Context: an optimization exercise on an open-source flow, tuned for small area, a short achievable clock period and few clock cycles. The choices shown serve that exercise and are no tape-out recipe.
Only simulation tests tie the RTL to the original design; equivalence was not proved.
Power is estimated from default activity; no workload was simulated.

**flow/config.mk**
```make
export PLATFORM = sky130hd
export DESIGN_NAME = avchrd
export DESIGN_NICKNAME = avchrd
export VERILOG_FILES = /design/flow/design.v
export SDC_FILE = /design/flow/constraint.sdc
export NUM_CORES = 4
export LEC_CHECK = 0
export CAP_MARGIN = 20
export CELL_PAD_IN_SITES_DETAIL_PLACEMENT = 1
export CELL_PAD_IN_SITES_GLOBAL_PLACEMENT = 2
export CORE_MARGIN = 2
export CORE_UTILIZATION = 45
export SETUP_SLACK_MARGIN = 2.4
export SLEW_MARGIN = 20
```
**flow/constraint.sdc**
```tcl
create_clock -name core_clock -period 8.0 [get_ports {clk}]
set_input_delay 1.6000 -clock core_clock [delete_from_list [all_inputs] [get_ports {clk}]]
set_output_delay 1.6000 -clock core_clock [all_outputs]
set_load 0.01 [all_outputs]
```
**flow/design.v**
```verilog
module avchrd (
    input  wire        clk,
    input  wire        rst,
    input  wire        we,
    input  wire [5:0]  waddr,
    input  wire [31:0] wdata,
    input  wire        cmd_valid,
    input  wire [2:0]  cmd,
    input  wire [5:0]  raddr,
    output reg  [31:0] rdata,
    output wire        busy,
    output wire [2:0]  err
);
    localparam [2:0] C_NOP = 3'd0, C_CLR = 3'd1, C_SER = 3'd2, C_DES = 3'd3,
                     C_RND = 3'd4, C_TOTXT = 3'd5, C_FROMTXT = 3'd6;
    localparam [2:0] E_NONE = 3'd0, E_UNDERFLOW = 3'd1, E_MISSING = 3'd2,
                     E_MALFORMED = 3'd3, E_ILLEGAL = 3'd4;
    localparam [1:0] A_ABSENT = 2'd0, A_OK = 2'd1, A_BAD = 2'd2;
    reg        rec_hmv, rec_ffr, rec_tpoc, rec_p2d;
    reg        rec_n_set, rec_k_set, rec_t_set;
    reg [31:0] rec_n, rec_k, rec_t;
    reg [7:0]  ibuf [0:15];
    reg [4:0]  ilen;
    reg [1:0]  ob_form;
    reg        ob_hmv, ob_ffr, ob_tpoc, ob_p2d;
    reg [31:0] ob_n, ob_k, ob_t;
    reg [1:0]  cons;
    reg [2:0]  err_r;
    reg [1:0]  attr_kind [0:6];
    reg        attr_bval [0:6];    
    reg [31:0] attr_ival [1:3];    
    reg        tq_valid;           
    reg        tq_h1, tq_clk, tq_tick, tq_flg;    
    reg [3:0]  tq_pay;             
    reg        tq_c;               
    reg [4:0]  tq_xlen;            
    reg [3:0]  tq_xoff;            
    reg [7:0]  tq [2:15];
    assign busy = 1'b0;
    assign err  = err_r;
    wire acc = cmd_valid;
    wire hwe = we;
    wire        d_ip = ibuf[0][0];
    wire        d_c  = ibuf[1][7];
    wire [7:0]  d_fb = !d_ip ? ibuf[1] : (d_c ? ibuf[14] : ibuf[6]);
    wire [31:0] d_w2 = {ibuf[2], ibuf[3], ibuf[4], ibuf[5]};
    wire [31:0] d_w6 = {ibuf[6], ibuf[7], ibuf[8], ibuf[9]};
    wire [31:0] d_wa = {ibuf[10], ibuf[11], ibuf[12], ibuf[13]};
    wire        d_ok = !d_ip ? (ilen >= 5'd2) :
                       (d_c ? (ilen >= 5'd15) : (ilen >= 5'd7));
    wire       r_h1   = (ilen >= 5'd1);
    wire       r_clk  = d_ip & d_c & (ilen >= 5'd10);
    wire       r_tick = d_ip & (d_c ? (ilen >= 5'd14) : (ilen >= 5'd6));
    wire       r_flg  = !d_ip ? (ilen >= 5'd2) :
                        (d_c ? (ilen >= 5'd15) : (ilen >= 5'd7));
    wire [7:0] r_fb   = d_fb;
    reg  [4:0] r_bp;
    always @* begin
        if (ilen == 5'd0)      r_bp = 5'd0;
        else if (ilen == 5'd1) r_bp = 5'd1;
        else if (!d_ip)        r_bp = 5'd2;
        else if (d_c)          r_bp = (ilen < 5'd10) ? 5'd2 :
                                      (ilen < 5'd14) ? 5'd10 :
                                      (ilen == 5'd14) ? 5'd14 : 5'd15;
        else                   r_bp = (ilen < 5'd6) ? 5'd2 :
                                      (ilen == 5'd6) ? 5'd6 : 5'd7;
    end
    reg [2:0] ft_err;
    integer s;
    always @* begin
        ft_err = E_NONE;
        for (s = 6; s >= 0; s = s - 1) begin
            if (s == 1 || s == 2 || s == 3) begin
                if (attr_kind[s] == A_BAD) ft_err = E_MALFORMED;
            end else begin
                if (attr_kind[s] == A_ABSENT) ft_err = E_MISSING;
                else if (attr_kind[s] != A_OK) ft_err = E_MALFORMED;
            end
        end
    end
    wire wr_n  = hwe & (waddr == 6'h04);
    wire wr_k  = hwe & (waddr == 6'h05);
    wire wr_t  = hwe & (waddr == 6'h06);
    wire c_des = acc & (cmd == C_DES);
    wire c_ftx = acc & (cmd == C_FROMTXT);
    wire ld_nkt = !rst & (c_des | c_ftx);
    always @(posedge clk) begin
        if (!rst & wr_n | ld_nkt)
            rec_n <= ({32{wr_n}} & wdata) | ({32{c_des}} & d_w2) |
                     ({32{c_ftx}} & attr_ival[1]);
        if (!rst & wr_k | ld_nkt)
            rec_k <= ({32{wr_k}} & wdata) | ({32{c_des}} & d_w6) |
                     ({32{c_ftx}} & attr_ival[2]);
        if (!rst & wr_t | ld_nkt)
            rec_t <= ({32{wr_t}} & wdata) | ({32{c_des & d_c}} & d_wa) |
                     ({32{c_des & ~d_c}} & d_w2) | ({32{c_ftx}} & attr_ival[3]);
    end
    wire wr_i1 = hwe & (waddr == 6'h19);
    wire wr_i2 = hwe & (waddr == 6'h1A);
    wire wr_i3 = hwe & (waddr == 6'h1B);
    wire c_tot = !rst & acc & (cmd == C_TOTXT);
    always @(posedge clk) begin
        if (!rst & wr_i1 | c_tot)
            attr_ival[1] <= ({32{wr_i1}} & wdata) | ({32{c_tot}} & rec_n);
        if (!rst & wr_i2 | c_tot)
            attr_ival[2] <= ({32{wr_i2}} & wdata) | ({32{c_tot}} & rec_k);
        if (!rst & wr_i3 | c_tot)
            attr_ival[3] <= ({32{wr_i3}} & wdata) | ({32{c_tot}} & rec_t);
    end
    integer i;
    always @(posedge clk) begin
        if (rst) begin
            rec_hmv <= 1'b0; rec_ffr <= 1'b0; rec_tpoc <= 1'b0; rec_p2d <= 1'b0;
            rec_n_set <= 1'b0; rec_k_set <= 1'b0; rec_t_set <= 1'b0;
            ilen <= 5'd0;
            ob_form <= 2'd0;
            cons <= 2'd0;
            err_r <= E_NONE;
            for (i = 0; i < 7; i = i + 1) attr_kind[i] <= A_ABSENT;
            tq_valid <= 1'b0;
            tq_h1 <= 1'b0; tq_clk <= 1'b0; tq_tick <= 1'b0; tq_flg <= 1'b0;
            tq_pay <= 4'd0;
            tq_xlen <= 5'd0;
        end else begin
            if (hwe) begin
                case (waddr)
                    6'h00: rec_hmv  <= wdata[0];
                    6'h01: rec_ffr  <= wdata[0];
                    6'h02: rec_tpoc <= wdata[0];
                    6'h03: rec_p2d  <= wdata[0];
                    6'h04: rec_n_set <= 1'b1;
                    6'h05: rec_k_set <= 1'b1;
                    6'h06: rec_t_set <= 1'b1;
                    6'h07: begin
                        if (wdata[0]) rec_n_set <= 1'b0;
                        if (wdata[1]) rec_k_set <= 1'b0;
                        if (wdata[2]) rec_t_set <= 1'b0;
                    end
                    6'h08: ilen <= wdata[4:0];
                    6'h10, 6'h11, 6'h12, 6'h13, 6'h14, 6'h15, 6'h16: begin
                        attr_kind[waddr[2:0]] <= wdata[1:0];
                        attr_bval[waddr[2:0]] <= wdata[2];
                    end
                    default: begin
                        if (waddr[5:4] == 2'b11) ibuf[waddr[3:0]] <= wdata[7:0];
                    end
                endcase
            end
            if (acc) begin
                case (cmd)
                    C_NOP: err_r <= E_NONE;
                    C_CLR: begin
                        rec_hmv <= 1'b0; rec_ffr <= 1'b0;
                        rec_tpoc <= 1'b0; rec_p2d <= 1'b0;
                        rec_n_set <= 1'b0; rec_k_set <= 1'b0; rec_t_set <= 1'b0;
                        err_r <= E_NONE;
                    end
                    C_SER: begin
                        ob_form <= !rec_t_set ? 2'd1 : ((rec_n_set & rec_k_set) ? 2'd3 : 2'd2);
                        ob_hmv <= rec_hmv; ob_ffr <= rec_ffr;
                        ob_tpoc <= rec_tpoc; ob_p2d <= rec_p2d;
                        ob_n <= rec_n;
                        ob_k <= rec_k;
                        ob_t <= rec_t;
                        err_r <= E_NONE;
                    end
                    C_DES: begin
                        rec_hmv  <= ibuf[0][7];
                        rec_ffr  <= d_fb[7];
                        rec_tpoc <= d_fb[6];
                        rec_p2d  <= d_fb[5];
                        rec_n_set <= d_ip & d_c;
                        rec_k_set <= d_ip & d_c;
                        rec_t_set <= d_ip;
                        cons <= !d_ip ? 2'd1 : (d_c ? 2'd3 : 2'd2);
                        err_r <= d_ok ? E_NONE : E_UNDERFLOW;
                    end
                    C_RND: begin
                        tq_valid <= 1'b1;
                        tq_h1 <= r_h1; tq_clk <= r_clk;
                        tq_tick <= r_tick; tq_flg <= r_flg;
                        tq_pay <= {r_flg & r_fb[5], r_flg & r_fb[6],
                                   r_flg & r_fb[7], r_h1 & ibuf[0][7]};
                        tq_c <= d_c;
                        tq_xlen <= ilen - r_bp;
                        tq_xoff <= {r_bp == 5'd15, r_bp == 5'd10, r_bp == 5'd7,
                                    r_bp != 5'd15 && r_bp != 5'd10 && r_bp != 5'd7};
                        for (i = 2; i < 16; i = i + 1) tq[i] <= ibuf[i];
                        err_r <= E_NONE;
                    end
                    C_TOTXT: begin
                        attr_kind[0] <= A_OK; attr_bval[0] <= rec_hmv;
                        attr_kind[4] <= A_OK; attr_bval[4] <= rec_ffr;
                        attr_kind[5] <= A_OK; attr_bval[5] <= rec_tpoc;
                        attr_kind[6] <= A_OK; attr_bval[6] <= rec_p2d;
                        attr_kind[1] <= rec_n_set ? A_OK : A_ABSENT;
                        attr_kind[2] <= rec_k_set ? A_OK : A_ABSENT;
                        attr_kind[3] <= rec_t_set ? A_OK : A_ABSENT;
                        err_r <= E_NONE;
                    end
                    C_FROMTXT: begin
                        rec_hmv  <= attr_bval[0];
                        rec_ffr  <= attr_bval[4];
                        rec_tpoc <= attr_bval[5];
                        rec_p2d  <= attr_bval[6];
                        rec_n_set <= (attr_kind[1] == A_OK);
                        rec_k_set <= (attr_kind[2] == A_OK);
                        rec_t_set <= (attr_kind[3] == A_OK);
                        err_r <= ft_err;
                    end
                    default: err_r <= E_ILLEGAL;
                endcase
            end
        end
    end
    wire        ob_w0 = (ob_form == 2'd1);
    wire        ob_w1 = (ob_form == 2'd2);
    wire        ob_w2 = (ob_form == 2'd3);
    wire        ob_ip = ob_form[1];
    wire [7:0]  ob_fb = {ob_ffr, ob_tpoc, ob_p2d, 5'h1F};
    wire [7:0]  ob0 = (ob_form != 2'd0) ? {ob_hmv, 6'h3F, ob_ip} : 8'd0;
    wire [7:0]  ob1 = ob_w0 ? ob_fb : (ob_w1 ? 8'h7F : (ob_w2 ? 8'hFF : 8'd0));
    wire [31:0] ob_a = ({32{ob_w2}} & ob_n) | ({32{ob_w1}} & ob_t);
    wire [31:0] ob_word0 = {ob0, ob1, ob_a[31:16]};
    wire [31:0] ob_word1 = {ob_a[15:0],
                            ob_w1 ? ob_fb : (ob_w2 ? ob_k[31:24] : 8'd0),
                            ob_w2 ? ob_k[23:16] : 8'd0};
    wire [31:0] ob_word2 = ob_w2 ? {ob_k[15:0], ob_t[31:16]} : 32'd0;
    wire [31:0] ob_word3 = ob_w2 ? {ob_t[15:0], ob_fb, 8'd0} : 32'd0;
    wire [3:0]  olen = ob_w0 ? 4'd2 : (ob_w1 ? 4'd7 : (ob_w2 ? 4'd15 : 4'd0));
    wire [3:0]  consumed = (cons == 2'd1) ? 4'd2 : ((cons == 2'd2) ? 4'd7 :
                           ((cons == 2'd3) ? 4'd15 : 4'd0));
    reg  [7:0] xb [0:15];
    integer j;
    always @* begin
        for (j = 0; j < 16; j = j + 1) begin
            xb[j] = 8'd0;
            if (j < 14)  xb[j] = xb[j] | ({8{tq_xoff[0]}} & tq[2 + j]);
            if (j < 9)   xb[j] = xb[j] | ({8{tq_xoff[1]}} & tq[7 + j]);
            if (j < 3)   xb[j] = xb[j] | ({8{tq_xoff[2]}} & tq[10 + j]);
            if (j == 0)  xb[j] = xb[j] | ({8{tq_xoff[3]}} & tq[15]);
            if (j >= tq_xlen) xb[j] = 8'd0;
        end
    end
    wire [6:0] t_mask = {tq_valid, tq_flg, tq_flg, tq_flg, tq_tick, tq_clk, tq_h1};
    wire [5:0] t_pay  = {tq_pay[3:1], 2'b00, tq_pay[0]};
    wire [31:0] t_n = tq_clk ? {tq[2], tq[3], tq[4], tq[5]} : 32'd0;
    wire [31:0] t_k = tq_clk ? {tq[6], tq[7], tq[8], tq[9]} : 32'd0;
    wire [31:0] t_t = !tq_tick ? 32'd0 :
                      (tq_c ? {tq[10], tq[11], tq[12], tq[13]} : {tq[2], tq[3], tq[4], tq[5]});
    wire [63:0] rsel = 64'd1 << raddr;
    wire [31:0] rv_00 = {31'd0, rec_hmv};
    wire [31:0] rv_01 = {31'd0, rec_ffr};
    wire [31:0] rv_02 = {31'd0, rec_tpoc};
    wire [31:0] rv_03 = {31'd0, rec_p2d};
    wire [31:0] rv_04 = rec_n_set ? rec_n : 32'd0;
    wire [31:0] rv_05 = rec_k_set ? rec_k : 32'd0;
    wire [31:0] rv_06 = rec_t_set ? rec_t : 32'd0;
    wire [31:0] rv_07 = {29'd0, rec_t_set, rec_k_set, rec_n_set};
    wire [31:0] rv_08 = {27'd0, ilen};
    wire [31:0] rv_09 = {28'd0, olen};
    wire [31:0] rv_0a = {28'd0, consumed};
    wire [31:0] rv_0c = ob_word0;
    wire [31:0] rv_0d = ob_word1;
    wire [31:0] rv_0e = ob_word2;
    wire [31:0] rv_0f = ob_word3;
    wire [31:0] rv_10 = {29'd0, (attr_kind[0] == A_OK) & attr_bval[0], attr_kind[0]};
    wire [31:0] rv_11 = {30'd0, attr_kind[1]};
    wire [31:0] rv_12 = {30'd0, attr_kind[2]};
    wire [31:0] rv_13 = {30'd0, attr_kind[3]};
    wire [31:0] rv_14 = {29'd0, (attr_kind[4] == A_OK) & attr_bval[4], attr_kind[4]};
    wire [31:0] rv_15 = {29'd0, (attr_kind[5] == A_OK) & attr_bval[5], attr_kind[5]};
    wire [31:0] rv_16 = {29'd0, (attr_kind[6] == A_OK) & attr_bval[6], attr_kind[6]};
    wire [31:0] rv_19 = (attr_kind[1] == A_OK) ? attr_ival[1] : 32'd0;
    wire [31:0] rv_1a = (attr_kind[2] == A_OK) ? attr_ival[2] : 32'd0;
    wire [31:0] rv_1b = (attr_kind[3] == A_OK) ? attr_ival[3] : 32'd0;
    wire [31:0] rv_20 = {25'd0, t_mask};
    wire [31:0] rv_21 = {26'd0, t_pay};
    wire [31:0] rv_22 = t_n;
    wire [31:0] rv_23 = t_k;
    wire [31:0] rv_24 = t_t;
    wire [31:0] rv_25 = {27'd0, tq_xlen};
    wire [31:0] rv_28 = {xb[0],  xb[1],  xb[2],  xb[3]};
    wire [31:0] rv_29 = {xb[4],  xb[5],  xb[6],  xb[7]};
    wire [31:0] rv_2a = {xb[8],  xb[9],  xb[10], xb[11]};
    wire [31:0] rv_2b = {xb[12], xb[13], xb[14], xb[15]};
    wire [31:0] rv_30 = {24'd0, ibuf[0]};
    wire [31:0] rv_31 = {24'd0, ibuf[1]};
    wire [31:0] rv_32 = {24'd0, ibuf[2]};
    wire [31:0] rv_33 = {24'd0, ibuf[3]};
    wire [31:0] rv_34 = {24'd0, ibuf[4]};
    wire [31:0] rv_35 = {24'd0, ibuf[5]};
    wire [31:0] rv_36 = {24'd0, ibuf[6]};
    wire [31:0] rv_37 = {24'd0, ibuf[7]};
    wire [31:0] rv_38 = {24'd0, ibuf[8]};
    wire [31:0] rv_39 = {24'd0, ibuf[9]};
    wire [31:0] rv_3a = {24'd0, ibuf[10]};
    wire [31:0] rv_3b = {24'd0, ibuf[11]};
    wire [31:0] rv_3c = {24'd0, ibuf[12]};
    wire [31:0] rv_3d = {24'd0, ibuf[13]};
    wire [31:0] rv_3e = {24'd0, ibuf[14]};
    wire [31:0] rv_3f = {24'd0, ibuf[15]};
    always @* begin
        rdata = 32'd0;
        rdata = rdata | ({32{rsel[0]}} & rv_00);
        rdata = rdata | ({32{rsel[1]}} & rv_01);
        rdata = rdata | ({32{rsel[2]}} & rv_02);
        rdata = rdata | ({32{rsel[3]}} & rv_03);
        rdata = rdata | ({32{rsel[4]}} & rv_04);
        rdata = rdata | ({32{rsel[5]}} & rv_05);
        rdata = rdata | ({32{rsel[6]}} & rv_06);
        rdata = rdata | ({32{rsel[7]}} & rv_07);
        rdata = rdata | ({32{rsel[8]}} & rv_08);
        rdata = rdata | ({32{rsel[9]}} & rv_09);
        rdata = rdata | ({32{rsel[10]}} & rv_0a);
        rdata = rdata | ({32{rsel[12]}} & rv_0c);
        rdata = rdata | ({32{rsel[13]}} & rv_0d);
        rdata = rdata | ({32{rsel[14]}} & rv_0e);
        rdata = rdata | ({32{rsel[15]}} & rv_0f);
        rdata = rdata | ({32{rsel[16]}} & rv_10);
        rdata = rdata | ({32{rsel[17]}} & rv_11);
        rdata = rdata | ({32{rsel[18]}} & rv_12);
        rdata = rdata | ({32{rsel[19]}} & rv_13);
        rdata = rdata | ({32{rsel[20]}} & rv_14);
        rdata = rdata | ({32{rsel[21]}} & rv_15);
        rdata = rdata | ({32{rsel[22]}} & rv_16);
        rdata = rdata | ({32{rsel[25]}} & rv_19);
        rdata = rdata | ({32{rsel[26]}} & rv_1a);
        rdata = rdata | ({32{rsel[27]}} & rv_1b);
        rdata = rdata | ({32{rsel[32]}} & rv_20);
        rdata = rdata | ({32{rsel[33]}} & rv_21);
        rdata = rdata | ({32{rsel[34]}} & rv_22);
        rdata = rdata | ({32{rsel[35]}} & rv_23);
        rdata = rdata | ({32{rsel[36]}} & rv_24);
        rdata = rdata | ({32{rsel[37]}} & rv_25);
        rdata = rdata | ({32{rsel[40]}} & rv_28);
        rdata = rdata | ({32{rsel[41]}} & rv_29);
        rdata = rdata | ({32{rsel[42]}} & rv_2a);
        rdata = rdata | ({32{rsel[43]}} & rv_2b);
        rdata = rdata | ({32{rsel[48]}} & rv_30);
        rdata = rdata | ({32{rsel[49]}} & rv_31);
        rdata = rdata | ({32{rsel[50]}} & rv_32);
        rdata = rdata | ({32{rsel[51]}} & rv_33);
        rdata = rdata | ({32{rsel[52]}} & rv_34);
        rdata = rdata | ({32{rsel[53]}} & rv_35);
        rdata = rdata | ({32{rsel[54]}} & rv_36);
        rdata = rdata | ({32{rsel[55]}} & rv_37);
        rdata = rdata | ({32{rsel[56]}} & rv_38);
        rdata = rdata | ({32{rsel[57]}} & rv_39);
        rdata = rdata | ({32{rsel[58]}} & rv_3a);
        rdata = rdata | ({32{rsel[59]}} & rv_3b);
        rdata = rdata | ({32{rsel[60]}} & rv_3c);
        rdata = rdata | ({32{rsel[61]}} & rv_3d);
        rdata = rdata | ({32{rsel[62]}} & rv_3e);
        rdata = rdata | ({32{rsel[63]}} & rv_3f);
    end
endmodule
```
**flow/flow/run.sh**
```bash
#!/bin/bash
# Standard layout, with sizing not limited to cells of the same footprint,
# the port buffers made of a plain buffer cell instead of a delay buffer, and
# a clock tree with larger sink clusters and no dummy loads.
set -euo pipefail
bash standard.sh MATCH_CELL_FOOTPRINT=0 \
    "BUFFER_PORTS_ARGS=-buffer_cell sky130_fd_sc_hd__buf_2" \
    "CTS_ARGS=-sink_clustering_enable -repair_clock_nets -dont_use_dummy_load -sink_clustering_size 30 -sink_clustering_max_diameter 70" \
    finish > standard.log 2>&1
```
**flow/standard.sh**
```bash
#!/bin/bash
# synth_recipe.tcl (not shown) runs the flow's synth.tcl, then flattens the netlist and writes it again
# the make line also repeats each setting of config.mk as NAME=value (left out here)
make -C /OpenROAD-flow-scripts/flow DESIGN_CONFIG=/design/flow/config.mk WORK_HOME=/design/flow/orfs CLKGATE_MAP_FILE= SYNTH_SCRIPT=/design/flow/synth_recipe.tcl "${@:-finish}"
```
==> summary.md <==
| Metric | Value |
|---|---|
| Effective utilization at floorplan | `45.4%` |
| Top cell type by total area after synthesis | `edfxtp_1` |
| Synth area leaders | `edfxtp_1 (58%), a222oi_1 (3.6%), a22o_1 (3.6%)` |
| Sequential element share of the synthesized area | `60.6%` |
| Input/output buffers | `85` |
| Relative slew margins | `17.2%` |
| Hold_ws | `0.466 ns` |
| Clk sinks | `588` |
| Minimum clock period | `5.71 ns` |
| Final setup margin | `2.29 ns` |
| Die Wd | `256 um` |
| First-pass GRT wire length | `210 mm` |
| Clock Power Share | `35.0%` |
| RSZ-0062 raised after global routing | `true` |
| Skew final | `0.0585 ns` |
| Initial antenna violation count | `8` |
| NetSw | `1.39 mW` |
| Root buf cell | `clkbuf_16` |
| Grt total ovfl | `0` |
| Synth Area in Simple Gates | `12.8%` |
| Post-Place Worst Slack | `1.44 ns` |
| Drt drc | `0` |
| Slew Viols, Final | `0` |
| Flop pwr share | `59.2%` |
| Top FF cell, synth | `edfxtp_1` |
| Compound-cell area share of the yosys netlist | `18.4%` |
| Mux cell area share after synthesis | `3.53%` |
| Routability Congestion | `1.02` |
| Share of the synthesized area in the top cell type | `58.3%` |
| Arr. time, crit path | `4.11 ns` |
| Via total after detailed routing | `25270` |
| Yosys Warn Count | `4` |
| Switching Fraction | `24.0%` |
| CTS tree | `built` |
| Final hold violation count | `0` |
| Initial DRC count | `4971` |
| DRT antenna net count | `0` |
| Cell Int Power | `4.39 mW` |
| Cells after Synth | `2291` |
| Clock latency on the worst-skew pair | `0.63 ns` |
| Row count | `92` |
| Hold path cells | `2` |
| Synth unique cells | `88` |
| Post-Synth XOR/XNOR Area | `0.0613%` |
| PD cells | `183 nW/um^2` |
| Post-place instance area | `30200 um^2` |
| Max Cap Violations | `0` |
| Max FO, Critical Path | `22` |
| Critical Path RT | `6.40 ns` |
| All-Layer GR Usage | `46.5%` |
| Worst Reg-to-Reg Cells | `12` |
| # setup viols final | `0` |
| CP endpoint kind | `output pin` |
| Core Util, Final | `50.1%` |
| Status | `finished clean` |
| Detailed Place HPWL | `108 mm` |
| Maximum clock path buffer count | `3` |
| Critical Setup Path Class | `in2out` |
| P_leak | `11.0 nW` |
| Final WL | `156 mm` |
| Cell area after synthesis | `28600 um^2` |
| CTS buffer count | `42` |
| Share of cells above drive strength 1 | `14.7%` |
| Post-synth ARST share | `0%` |
| CP Launch Type | `primary input` |
| Yosys reg bits | `588` |
| Setup TNS Final | `0 ns` |
| Post-synth EDFFs | `555` |
| Final #Nets | `2365` |
| Largest net degree at the start of global routing | `118` |
| First-pass DRT Iterations | `10` |
| WL per Instance | `49.2 um` |
| Core box area | `63000 um^2` |
| Die area | `65600 um^2` |
| Adder-Cell Fraction of Synth Area | `0.280%` |
| Io pins | `87` |
| Path category of the worst min-delay check | `reg2reg` |
| Final worst-path cycle share | `71.4%` |
| Reg clk slew, reported paths | `0.05 ns` |
| Syn_nets | `2347` |
| Area grow syn2layout | `10.4%` |
| Maximum achievable frequency | `175 MHz` |
| H-tree levels | `2` |
| Worst-margin pin slew | `1.24 ns` |
| Fin area | `31600 um^2` |
| Number of vias per cell | `7.99` |
| Synthesized area per cell | `12.5 um^2` |
| Max VDD drop | `140 uV` |
| CTS Hold Buffers Added | `0` |
| Die Ht | `256 um` |
| Vias in the first global route | `23919` |
| Gate power share | `5.8%` |
| Largest family of logic cells by synthesized area | `compound AO/OA/AOI/OAI gates` |
-- final cells by class --
| class | instances | area (um^2) |
|---|---|---|
| well taps | 846 | 1060 |
| clock buffers | 42 | 1050 |
| inverters | 89 | 334 |
| diodes | 9 | 22.5 |
| flip-flops and latches | 588 | 17300 |
| multi-input cells | 1406 | 10500 |
| repair buffers | 182 | 1290 |
| fillers | 6380 | 31400 |
-- through the flow --
stage	power [mW]	cells
2_1_floorplan	3.62	2291
3_3_place_gp	3.80	3108
3_5_place_dp	3.80	3108
4_1_cts	5.74	3150
5_1_grt	5.86	3153
6_report	5.78	3162
-- critical path, cell delays in order --
cell and delay, ns:
buf_6 0.22, nor2b_2 0.79, nand2_1 0.44, o32a_1 0.44, and3_1 0.21, nand4_1 0.20, buf_2 0.17
-- cell usage in the layout, fill, tap and decap left out, types with 15 or more instances in the layout --
cell type	instances
buf_2	79
a22oi_1	101
a211oi_1	15
a222oi_1	104
a221o_1	38
nand3_1	163
edfxtp_1	555
clkbuf_16	42
nor4_1	18
nand2_1	94
a22o_1	117
buf_4	87
dfxtp_1	33
mux2_2	20
a2111oi_0	18
nand4_1	63
o21ai_0	27
and3_1	36
o22ai_1	21
nor2b_1	18
a21oi_1	38
o2bb2ai_1	23
a221oi_1	22
mux2i_1	76
nor2_1	101
inv_1	89
-- layer usage --
metal | vias up | track usage, % | wire [um]
met5 | - | 2.34 | 241
met3 | 474 | 16.1 | 23600
li1 | 9370 | - | -
met4 | 6 | 22.3 | 9410
met2 | 2447 | 66.1 | 64400
met1 | 12973 | 63.3 | 57900
-- final timing paths --
path / start / endpoint / slack (ns)
min reg2reg: err_r[1] / err_r[1] / 0.47
min: err_r[1] / err_r[1] / 0.47
max reg2reg: ilen[2] / tq_xlen[4] / 5.12
max: raddr[5] / rdata[4] / 2.29
-- registers in the layout (all words and copies together), names as in the netlist, 2 cells and up --
| register | flops |
|---|---|
| ibuf | 128 |
| tq | 112 |
| attr_ival | 96 |
| ob_k | 32 |
| ob_n | 32 |
| ob_t | 32 |
| rec_k | 32 |
| rec_n | 32 |
| rec_t | 32 |
| attr_kind | 14 |
| ilen | 5 |
| tq_xlen | 5 |
| attr_bval | 4 |
| tq_pay | 4 |
| tq_xoff | 4 |
| err_r | 3 |
| cons | 2 |
| ob_form | 2 |
-- cells by family (layout without fill, tap and decap cells) --
| group | after synthesis | in the layout |
|---|---|---|
| buf+inv | 297 | 313 |
| xor+xnor | 2 | 2 |
| compound gates | 633 | 633 |
| simple gates | 667 | 667 |
| other cells | 1 | 10 |
| mux | 97 | 97 |
| fa+ha+maj | 6 | 6 |
| flops | 588 | 588 |
-- synthesized netlist by cell type, types with 21 or more instances --
master / number
nor2_1: 117
o22ai_1: 21
a222oi_1: 104
edfxtp_1: 555
nand4_1: 63
a21oi_1: 42
a221oi_1: 22
o2bb2ai_1: 23
mux2i_1: 76
inv_1: 89
nor2b_1: 23
dfxtp_1: 33
o21ai_0: 27
nand2_1: 94
a221o_1: 38
and3_1: 39
a22o_1: 117
buf_2: 41
nand3_1: 165
clkbuf_1: 139
a22oi_1: 101
and2_1: 23
-- power groups by stage --
stage / registers (mW) / logic, mW / clock network [mW]
2_1_floorplan: 3.46 / 0.156 / 0
3_3_place_gp: 3.49 / 0.309 / 0
5_1_grt: 3.42 / 0.342 / 2.10
3_5_place_dp: 3.49 / 0.314 / 0
4_1_cts: 3.42 / 0.320 / 2.00
6_report: 3.42 / 0.338 / 2.02
-- repair_timing --
item	CTS	global route
resized for setup	62	21
endpoints found under the setup margin	32	19
pin swaps	6	6
setup buffers	0	2
Testbench counts, summed over its fixed seeds: cycles 46,172.

==> afterwards: timing with drivers on the ports <==
The flow's constraints put no driver on any port. The routed layout listed below was extracted and timed again, unchanged, in two steps.
Step 1: set_driving_cell puts a clkbuf_16 on clk and a buf_2 on each other input, an assumption about the parent block.
Step 2 also shifts input and output timing later by t, the mid clock arrival at the registers, as if the neighbouring blocks saw the same clock.
a / b / c = ideal / step 1 / step 2; a / b = the first two.
t, ns: 0.676
setup WS [ns]: 2.288 / 2.244 / 2.244
worst setup path at the end: input to output
clock arrival spread, ns: 0.072 / 0.072
pins driven straight from the clock port: 1
After both steps setup and hold are still met in this run. For this run, drivers alone change the setup slack by -0.044 ns; drivers and shift together by -0.044 ns.
